Context: an optimization exercise on an open-source flow, tuned for small area. The choices shown serve that exercise and are no tape-out recipe.
Function was checked by simulation only, so behaviour that the tests miss may differ from the original.
No activity file was given, so power comes from the tool's default toggle rates.

## ap2_core
module ap2_core (
    input  wire        clk,
    input  wire        rst,           
    input  wire        start,         
    input  wire [16:0] image_end,     
    output reg         mem_req,
    output reg         mem_we,
    output wire [15:0] mem_addr,
    output wire [15:0] mem_wdata,
    input  wire [15:0] mem_rdata,
    input  wire        mem_ready,
    output wire        done,          
    output wire [1:0]  stop_reason,   
    output wire [15:0] r0,
    output wire [15:0] r1,
    output wire [15:0] r2,
    output wire [15:0] r3,
    output wire [15:0] r4,
    output wire [15:0] r5,
    output wire [15:0] r6,
    output wire [15:0] r7,
    output wire [15:0] pc_out,
    output wire [15:0] sp_out,
    output wire        flag_c,
    output wire        flag_ov,
    output wire        flag_z,
    output wire        flag_s
);
Size in the first run: about 930 cells after synthesis, about 240 I/O pins.
==> module ap2_alu, before the edit <==
module ap2_alu (
    input  wire [15:0] s,
    input  wire [15:0] t,
    input  wire [15:0] md,       
    input  wire [10:0] ir,
    input  wire        fill_l,   
    input  wire        fill_r,   
    input  wire        yT, yTL, yTR, yM, yI8, yIS, yI9, y2, yNS, yNA,
    input  wire        xa, xb,
    input  wire        cin,
    output wire [15:0] r,
    output wire        cout
);
    wire [15:0] x = s & ((t & {16{xa}}) | (~t & {16{xb}}));
    wire [15:0] y = ({16{yT}}  & t)
                  | ({16{yTL}} & {t[14:0], fill_l})
                  | ({16{yTR}} & {fill_r, t[15:1]})
                  | ({16{yM}}  & md)
                  | ({16{yI8}} & {8'b0, ir[7:0]})
                  | ({16{yIS}} & {8'b0, ir[10:8], ir[4:0]})
                  | ({16{yI9}} & {7'b0, ir[10:2]})
                  | ({16{yNS}} & ~s & (t | {16{yNA}}))
                  | {14'b0, y2, 1'b0};
    wire [16:0] cy;
    assign cy[0] = cin;
    genvar i;
    generate
        for (i = 0; i < 16; i = i + 1) begin : g_bit
            assign r[i]    = x[i] ^ y[i] ^ cy[i];
            assign cy[i+1] = (x[i] & y[i]) | (cy[i] & (x[i] ^ y[i]));
        end
    endgenerate
    assign cout = cy[16];
endmodule
clock: 10.0 ns
lec_check: 0
abc_area: 1
cap_margin: 20
core_margin: 2
core_utilization: 45
gpl_timing_driven: 0
slew_margin: 20
standard.sh (not shown) runs the stock make flow with config.mk's settings and CLKGATE_MAP_FILE= SYNTH_SCRIPT=/design/flow/synth_recipe.tcl, a recipe that flattens the netlist after the stock synthesis.
==> flow/flow/run.sh <==
#!/bin/bash
# Layout flow: the standard ORFS flow (standard.sh: the standard
# synthesis, floorplan, power grid, taps, placement, CTS and routing), with
# knobs that ORFS reads from the environment:
#  - port buffers use the smallest buffer cell (buffer_ports -buffer_cell)
#    instead of the 10 um2 delay buffer ORFS picks on its own; every input
#    and output port still gets its own buffer;
#  - CTS builds the clock tree from small clock buffers and adds no dummy
#    load cells.
# standard.sh's full output goes to standard_make.log here; each ORFS step
# keeps its own log under orfs/logs/.
set -euo pipefail
export BUFFER_PORTS_ARGS="-buffer_cell sky130_fd_sc_hd__buf_1"
export CTS_ARGS="-sink_clustering_enable -repair_clock_nets -dont_use_dummy_load -buf_list {sky130_fd_sc_hd__clkbuf_8} -sink_clustering_size 24 -sink_clustering_max_diameter 50"
bash standard.sh > standard_make.log 2>&1
Next try:
--- a/flow/design.v
+++ b/flow/design.v
@@ -22,14 +22,27 @@
                   | ({16{yNS}} & ~s & (t | {16{yNA}}))
                   | {14'b0, y2, 1'b0};
-    wire [16:0] cy;
+    wire [12:0] cy;
     assign cy[0] = cin;
     genvar i;
     generate
-        for (i = 0; i < 16; i = i + 1) begin : g_bit
+        for (i = 0; i < 12; i = i + 1) begin : g_bit
             assign r[i]    = x[i] ^ y[i] ^ cy[i];
             assign cy[i+1] = (x[i] & y[i]) | (cy[i] & (x[i] ^ y[i]));
         end
     endgenerate
-    assign cout = cy[16];
+    wire [4:0] c0, c1;
+    wire [3:0] s0, s1;
+    assign c0[0] = 1'b0;
+    assign c1[0] = 1'b1;
+    generate
+        for (i = 0; i < 4; i = i + 1) begin : g_hi
+            assign s0[i]   = x[12+i] ^ y[12+i] ^ c0[i];
+            assign c0[i+1] = (x[12+i] & y[12+i]) | (c0[i] & (x[12+i] ^ y[12+i]));
+            assign s1[i]   = x[12+i] ^ y[12+i] ^ c1[i];
+            assign c1[i+1] = (x[12+i] & y[12+i]) | (c1[i] & (x[12+i] ^ y[12+i]));
+        end
+    endgenerate
+    assign r[15:12] = cy[12] ? s1 : s0;
+    assign cout     = cy[12] ? c1[4] : c0[4];
 endmodule
 module ap2_core (
The changed run produced a clean layout.
Final cell count grows by 1.1%.
Sequential share of layout area went down by 0.24 points.
Wire length barely changes.
Worst hold slack improves by 0.014 ns.
Die area hardly moves.
Critical path depth rose by 4.
Sequential cell count does not change.
Power decreases by 0.46%.
Fmax goes down by 0.95%.

re-timing with driven ports:
How much do the figures lean on ideal ports? The routed layouts below were timed once more, with nothing changed but the port constraints. Step 1, drivers: a clkbuf_16 drives clk and a buf_2 each remaining input, both assumed. Step 2 also shifts input and output timing later by t, the mid clock arrival at the registers, as if the neighbouring blocks saw the same clock. a / b / c = no drivers / after step 1 / after step 2; a / b = the first two.
| run | t, ns | setup slack, ns | slew at the worst register clock pin (ns) |
|---|---|---|---|
| the first run | 0.582 | 0.415 / 0.415 / 0.238 | 0.10 / 0.10 |
| the second run | 0.583 | 0.323 / 0.323 / -0.003 | 0.09 / 0.09 |
Met with ideal ports but missed after step 2: setup timing in the second run. For the second run, which loses most, drivers alone change the setup slack by 0.000 ns; drivers and shift together by -0.326 ns.
